Source: an optimization exercise on an open RTL-to-GDS flow (aim: small area, a short achievable clock period and few clock cycles per item). Production flows keep margins and buffers that such runs may drop. At most, simulation tests tie the RTL to the original design; equivalence was not proved. Power is estimated from default activity; no workload was simulated.

==> inputs of 11-26 <==
Design zi_sha256, start of the top module:
module zi_sha256 (
    input  wire         clk,
    input  wire         rst,           
    input  wire         in_valid,
    output wire         in_ready,
    input  wire [31:0]  in_data,
    input  wire         in_last,
    input  wire [2:0]   in_nbytes,     
    output reg          out_valid,
    output wire [255:0] out_digest
);
==> flow/config.mk <==
export PLATFORM = sky130hd
export DESIGN_NAME = zi_sha256
export DESIGN_NICKNAME = zi_sha256
export VERILOG_FILES = /design/flow/design.v
export SDC_FILE = /design/flow/constraint.sdc
export NUM_CORES = 4
export LEC_CHECK = 0
export CAP_MARGIN = 20
export CORE_MARGIN = 2
export CORE_UTILIZATION = 40
export SLEW_MARGIN = 20
==> flow/constraint.sdc <==
create_clock -name core_clock -period 10.0 [get_ports {clk}]
set_input_delay 2.0000 -clock core_clock [delete_from_list [all_inputs] [get_ports {clk}]]
set_output_delay 2.0000 -clock core_clock [all_outputs]
set_load 0.01 [all_outputs]
standard.sh (not shown) runs the stock make flow with config.mk's settings and CLKGATE_MAP_FILE= SYNTH_SCRIPT=/design/flow/synth_recipe.tcl, a recipe that flattens the netlist after the stock synthesis.
==> flow/flow/run.sh <==
#!/bin/bash
# The standard layout (standard.sh: unchanged synthesis and ORFS steps)
# with these options: timing repair aims at a larger setup margin; every port
# still gets its own buffer, but a plain buf_2 instead of the delay-buffer cell
# buffer_ports picks by itself; clock tree synthesis without dummy balancing
# loads and with larger sink clusters (fewer leaf buffers). The make output goes to flow_make.log; each ORFS step writes its own
# log under orfs/logs/.
set -euo pipefail
bash standard.sh \
  SETUP_SLACK_MARGIN=5.8 \
  "BUFFER_PORTS_ARGS=-buffer_cell sky130_fd_sc_hd__buf_2" \
  "CTS_ARGS=-sink_clustering_enable -repair_clock_nets -dont_use_dummy_load -sink_clustering_size 24 -sink_clustering_max_diameter 80" \
  finish > flow_make.log 2>&1
==> inputs of 11-23, as changes to 11-26 <==
--- a/flow/design.v
+++ b/flow/design.v
@@ -33,11 +33,10 @@
     reg [17:0] wc;                     
     reg [1:0]  lastb;                  
     reg        last, lastfin, hsh, r62q;
     reg        last_a, lastfin_a, hsh_a;
     reg        bnd;                    
-    reg        rst_d1, rst_d2;         
     wire [3:0] ph   = rnd[3:0];
     wire       q3   = (rnd[5:4] == 2'b11);
     wire       r63  = (rnd == 6'd63);
     assign out_digest = {ra0, ra3, ra2, ra1, rb3, rb2, rb1, rb0};
     assign in_ready   = slot & ~pad;
@@ -56,43 +55,79 @@
     end
     wire        set_fin  = pins & (nw == 4'd15) & lenblk;
     wire [31:0] pad_word = set_fin ? {9'd0, wc, lastb, 3'b000}
                                    : {pad80, 31'd0};
     wire [31:0] word = pad ? pad_word : (in_last ? last_word : in_data);
-    localparam [63:0] KB0 = 64'h316c2dd4fd08a55f;
-    localparam [63:0] KB1 = 64'h79f885345cdb360a;
-    localparam [63:0] KB2 = 64'h23a6b06ad52f7a66;
-    localparam [63:0] KB3 = 64'h9db30933037c128a;
-    localparam [63:0] KB4 = 64'hea4cca1f28e05ad9;
-    localparam [63:0] KB5 = 64'h79cc56b349187a34;
-    localparam [63:0] KB6 = 64'h79f2430a7feedc5a;
-    localparam [63:0] KB7 = 64'hf8cc24d28e77b6f7;
-    localparam [63:0] KB8 = 64'ha942a62f7ea7df16;
-    localparam [63:0] KB9 = 64'hadf21318af0121ee;
-    localparam [63:0] KB10 = 64'h984f3146071b2e41;
-    localparam [63:0] KB11 = 64'hda7d0af6cc6a8dc6;
-    localparam [63:0] KB12 = 64'h4a06240814825d56;
-    localparam [63:0] KB13 = 64'hfb5769cb662cd482;
-    localparam [63:0] KB14 = 64'h5b638daa2581cd4f;
-    localparam [63:0] KB15 = 64'h28b4caa0117652ae;
-    localparam [63:0] KB16 = 64'h65811281d74ac3b5;
-    localparam [63:0] KB17 = 64'h8cc16bf9b281d9a9;
-    localparam [63:0] KB18 = 64'h0de9a48290953ced;
-    localparam [63:0] KB19 = 64'haafa779f64cdfc60;
-    localparam [63:0] KB20 = 64'h783d19c585f1fa7d;
-    localparam [63:0] KB21 = 64'h6945c4d6d9f90a35;
-    localparam [63:0] KB22 = 64'h761246702c5a301a;
-    localparam [63:0] KB23 = 64'hafb498a0b86bf916;
-    localparam [63:0] KB24 = 64'h002a8c2e940b645f;
-    localparam [63:0] KB25 = 64'he03316d5ac532960;
-    localparam [63:0] KB26 = 64'h7697341bfc6f8602;
-    localparam [63:0] KB27 = 64'h2579810305bb20dc;
-    localparam [63:0] KB28 = 64'h29adf85456e02dbb;
-    localparam [63:0] KB29 = 64'h31ce2199874d8a4f;
-    localparam [63:0] KB30 = 64'hc1f03e1e1871cc95;
-    localparam [63:0] KB31 = 64'h7e003fe01f81f0e6;
-    wire [31:0] kn = {KB31[rnd], KB30[rnd], KB29[rnd], KB28[rnd], KB27[rnd], KB26[rnd], KB25[rnd], KB24[rnd], KB23[rnd], KB22[rnd], KB21[rnd], KB20[rnd], KB19[rnd], KB18[rnd], KB17[rnd], KB16[rnd], KB15[rnd], KB14[rnd], KB13[rnd], KB12[rnd], KB11[rnd], KB10[rnd], KB9[rnd], KB8[rnd], KB7[rnd], KB6[rnd], KB5[rnd], KB4[rnd], KB3[rnd], KB2[rnd], KB1[rnd], KB0[rnd]};
+    reg [31:0] k2, kn;
+    always @(*) begin
+        case (rnd)
+            6'd0: k2 = 32'hb5c0fbcf;
+            6'd1: k2 = 32'he9b5dba5;
+            6'd2: k2 = 32'h3956c25b;
+            6'd3: k2 = 32'h59f111f1;
+            6'd4: k2 = 32'h923f82a4;
+            6'd5: k2 = 32'hab1c5ed5;
+            6'd6: k2 = 32'hd807aa98;
+            6'd7: k2 = 32'h12835b01;
+            6'd8: k2 = 32'h243185be;
+            6'd9: k2 = 32'h550c7dc3;
+            6'd10: k2 = 32'h72be5d74;
+            6'd11: k2 = 32'h80deb1fe;
+            6'd12: k2 = 32'h9bdc06a7;
+            6'd13: k2 = 32'hc19bf174;
+            6'd14: k2 = 32'he49b69c1;
+            6'd15: k2 = 32'hefbe4786;
+            6'd16: k2 = 32'h0fc19dc6;
+            6'd17: k2 = 32'h240ca1cc;
+            6'd18: k2 = 32'h2de92c6f;
+            6'd19: k2 = 32'h4a7484aa;
+            6'd20: k2 = 32'h5cb0a9dc;
+            6'd21: k2 = 32'h76f988da;
+            6'd22: k2 = 32'h983e5152;
+            6'd23: k2 = 32'ha831c66d;
+            6'd24: k2 = 32'hb00327c8;
+            6'd25: k2 = 32'hbf597fc7;
+            6'd26: k2 = 32'hc6e00bf3;
+            6'd27: k2 = 32'hd5a79147;
+            6'd28: k2 = 32'h06ca6351;
+            6'd29: k2 = 32'h14292967;
+            6'd30: k2 = 32'h27b70a85;
+            6'd31: k2 = 32'h2e1b2138;
+            6'd32: k2 = 32'h4d2c6dfc;
+            6'd33: k2 = 32'h53380d13;
+            6'd34: k2 = 32'h650a7354;
+            6'd35: k2 = 32'h766a0abb;
+            6'd36: k2 = 32'h81c2c92e;
+            6'd37: k2 = 32'h92722c85;
+            6'd38: k2 = 32'ha2bfe8a1;
+            6'd39: k2 = 32'ha81a664b;
+            6'd40: k2 = 32'hc24b8b70;
+            6'd41: k2 = 32'hc76c51a3;
+            6'd42: k2 = 32'hd192e819;
+            6'd43: k2 = 32'hd6990624;
+            6'd44: k2 = 32'hf40e3585;
+            6'd45: k2 = 32'h106aa070;
+            6'd46: k2 = 32'h19a4c116;
+            6'd47: k2 = 32'h1e376c08;
+            6'd48: k2 = 32'h2748774c;
+            6'd49: k2 = 32'h34b0bcb5;
+            6'd50: k2 = 32'h391c0cb3;
+            6'd51: k2 = 32'h4ed8aa4a;
+            6'd52: k2 = 32'h5b9cca4f;
+            6'd53: k2 = 32'h682e6ff3;
+            6'd54: k2 = 32'h748f82ee;
+            6'd55: k2 = 32'h78a5636f;
+            6'd56: k2 = 32'h84c87814;
+            6'd57: k2 = 32'h8cc70208;
+            6'd58: k2 = 32'h90befffa;
+            6'd59: k2 = 32'ha4506ceb;
+            6'd60: k2 = 32'hbef9a3f7;
+            6'd61: k2 = 32'hc67178f2;
+            6'd62: k2 = 32'h428a2f98;
+            default: k2 = 32'h71374491;
+        endcase
+    end
     wire [31:0] bsig1 = {e[5:0], e[31:6]} ^ {e[10:0], e[31:11]} ^ {e[24:0], e[31:25]};
     wire [31:0] bsig0 = {a[1:0], a[31:2]} ^ {a[12:0], a[31:13]} ^ {a[21:0], a[31:22]};
     wire [31:0] ch    = (e & f) ^ (~e & g);
     wire [31:0] maj   = (a & b) | (a & c) | (b & c);
     wire [31:0] e1s = pes ^ pec ^ ch;
@@ -1063,10 +1098,11 @@
     always @(posedge clk) begin
         for (i = 0; i < 15; i = i + 1)
             w[i] <= w[i+1];
         w[15] <= q3 ? (ins ? word : w[0]) : wn;
         wn <= wn_n;
+        kn <= k2;
         pas <= p2s;
         pac <= p2c;
         pes <= q3s;
         pec <= q3c;
         t1 <= t1_n;
@@ -1082,11 +1118,14 @@
         end else begin
             a <= act_a ? a_rnd : ra1;
             b <= last_a ? sa : a;
             c <= last_a ? ra3 : b;
         end
-        if (out_valid | rst_d2) begin
+        if (rst) begin
+            {ra0, ra1, ra2, ra3} <= {IV1, IV0, IV3, IV2};
+            {rb0, rb1, rb2, rb3} <= {IV4, IV7, IV6, IV5};
+        end else if (out_valid) begin
             {ra0, ra1, ra2, ra3} <= {IV3, IV2, IV1, IV0};
             {rb0, rb1, rb2, rb3} <= {IV6, IV5, IV4, IV7};
         end else begin
             ra0 <= last_a ? a_rnd : ra1;
             ra1 <= ra2;
@@ -1103,12 +1142,10 @@
         hsh       <= ~rst & act & (rnd[5:2] == 4'hf) & (rnd[1:0] != 2'd3);
         last_a    <= ~rst & last;
         lastfin_a <= ~rst & lastfin;
         hsh_a     <= ~rst & hsh;
         act_a     <= ~rst & act;
-        rst_d1    <= rst;
-        rst_d2    <= rst_d1;
         if (rst) begin
             rnd       <= 6'd48;
             bnd       <= 1'b0;
             act       <= 1'b0;
             nw        <= 4'd0;
==> flow/flow/run.sh (replaced) <==
#!/bin/bash
# The standard layout (standard.sh: unchanged synthesis and ORFS steps)
# with these options: timing repair aims at a larger setup margin; every port
# still gets its own buffer, but a plain buf_1 instead of the delay-buffer cell
# buffer_ports picks by itself; clock tree synthesis without dummy balancing
# loads and with larger sink clusters (fewer leaf buffers). The make output goes to flow_make.log; each ORFS step writes its own
# log under orfs/logs/.
set -euo pipefail
bash standard.sh \
  SETUP_SLACK_MARGIN=5.9 \
  "BUFFER_PORTS_ARGS=-buffer_cell sky130_fd_sc_hd__buf_1" \
  "CTS_ARGS=-sink_clustering_enable -repair_clock_nets -dont_use_dummy_load -sink_clustering_size 24 -sink_clustering_max_diameter 80" \
  finish > flow_make.log 2>&1
--- a/flow/config.mk
+++ b/flow/config.mk
@@ -5,7 +5,7 @@
 export SDC_FILE = /design/flow/constraint.sdc
 export NUM_CORES = 4
 export LEC_CHECK = 0
 export CAP_MARGIN = 20
 export CORE_MARGIN = 2
-export CORE_UTILIZATION = 40
+export CORE_UTILIZATION = 55
 export SLEW_MARGIN = 20
==> impl_metrics.py <==
metrics = {
    "layout": {
        "fin_cells": 7574,
        "nNetsFinal": 6869,
    },
    "detailed_routing": {
        "dr_total_vias": 44700,
    },
    "floorplanning": {
        "die_h_um": 333.7,
    },
    "placement": {
        "pre_cts_ws_ps": 5253,
    },
    "run_status": {
        "status": "timing/DRC/antenna clean",
    },
    "timing": {
        "layout_min_cycle_time_ps": 4110,
    },
    "pwr": {
        "power_frac_seq": 0.274,
        "p_total_w": 0.02501,
    },
    "global_routing": {
        "track_usage": 0.3675,
    },
    "setup_path": {
        "cp.required_ps": 10540,
        "crit_fanout": 5,
    },
    "clock_network": {
        "path_clk_slew_ps": 100,
    },
}
# the run above: 11-23

==> impl_metrics.py <==
metrics = {
    "yosys": {
        "synth_compound_area_frac": 0.1159,
        "yosys_warnings": 2,
    },
    "setup_path": {
        "crit_fanout": 3,
        "cp.required_ps": 10600,
    },
    "run_status": {
        "status": "timing/DRC/antenna clean",
    },
    "pwr": {
        "power_frac_seq": 0.244,
        "largestPowerGroup": "combinational logic",
    },
    "timing": {
        "layout_min_cycle_time_ps": 4461,
        "max_slew_margin": 0.2534,
    },
    "layout": {
        "fin_cells": 8098,
        "nNetsFinal": 6845,
        "seq_area_um2": 24210,
    },
    "clock_network": {
        "path_clk_slew_ps": 90,
    },
    "floorplanning": {
        "die_h_um": 386.2,
    },
    "detailed_routing": {
        "dr_total_vias": 44030,
    },
    "global_routing": {
        "track_usage": 0.2827,
    },
    "placement": {
        "pre_cts_ws_ps": 4767,
    },
}
# the run above: 11-26

Testbench counts of 11-23, summed over its fixed seeds: cycles 70,032, bytes 62,061.
Only the layout flow was run in 11-26; the RTL was not checked for function there.

## afterwards: timing with drivers on the ports
No port has a modelled driver above. Below, the same layouts with a new extraction and two added sets of constraints. Step 1 assumes that a clkbuf_16 drives the clock port and a buf_2 every other input. Step 2 also shifts input and output timing later by t, the mid clock arrival at the registers, as if the neighbouring blocks saw the same clock. Three values: ideal ports, drivers, drivers and shift; two values: the first two.
run	shift t [ns]	setup slack, ns	hold slack, ns	worst setup path after step 2	pins driven straight from the clock port
11-26	0.737	5.539 / 5.539 / 5.497	0.283 / 0.283 / 0.283	input to register	1
11-23	0.743	5.890 / 5.890 / 5.406	0.282 / 0.282 / 0.282	input to register	1
After both steps setup and hold are still met in every run listed. For 11-23, which loses most, drivers alone change the setup slack by 0.000 ns; drivers and shift together by -0.484 ns.
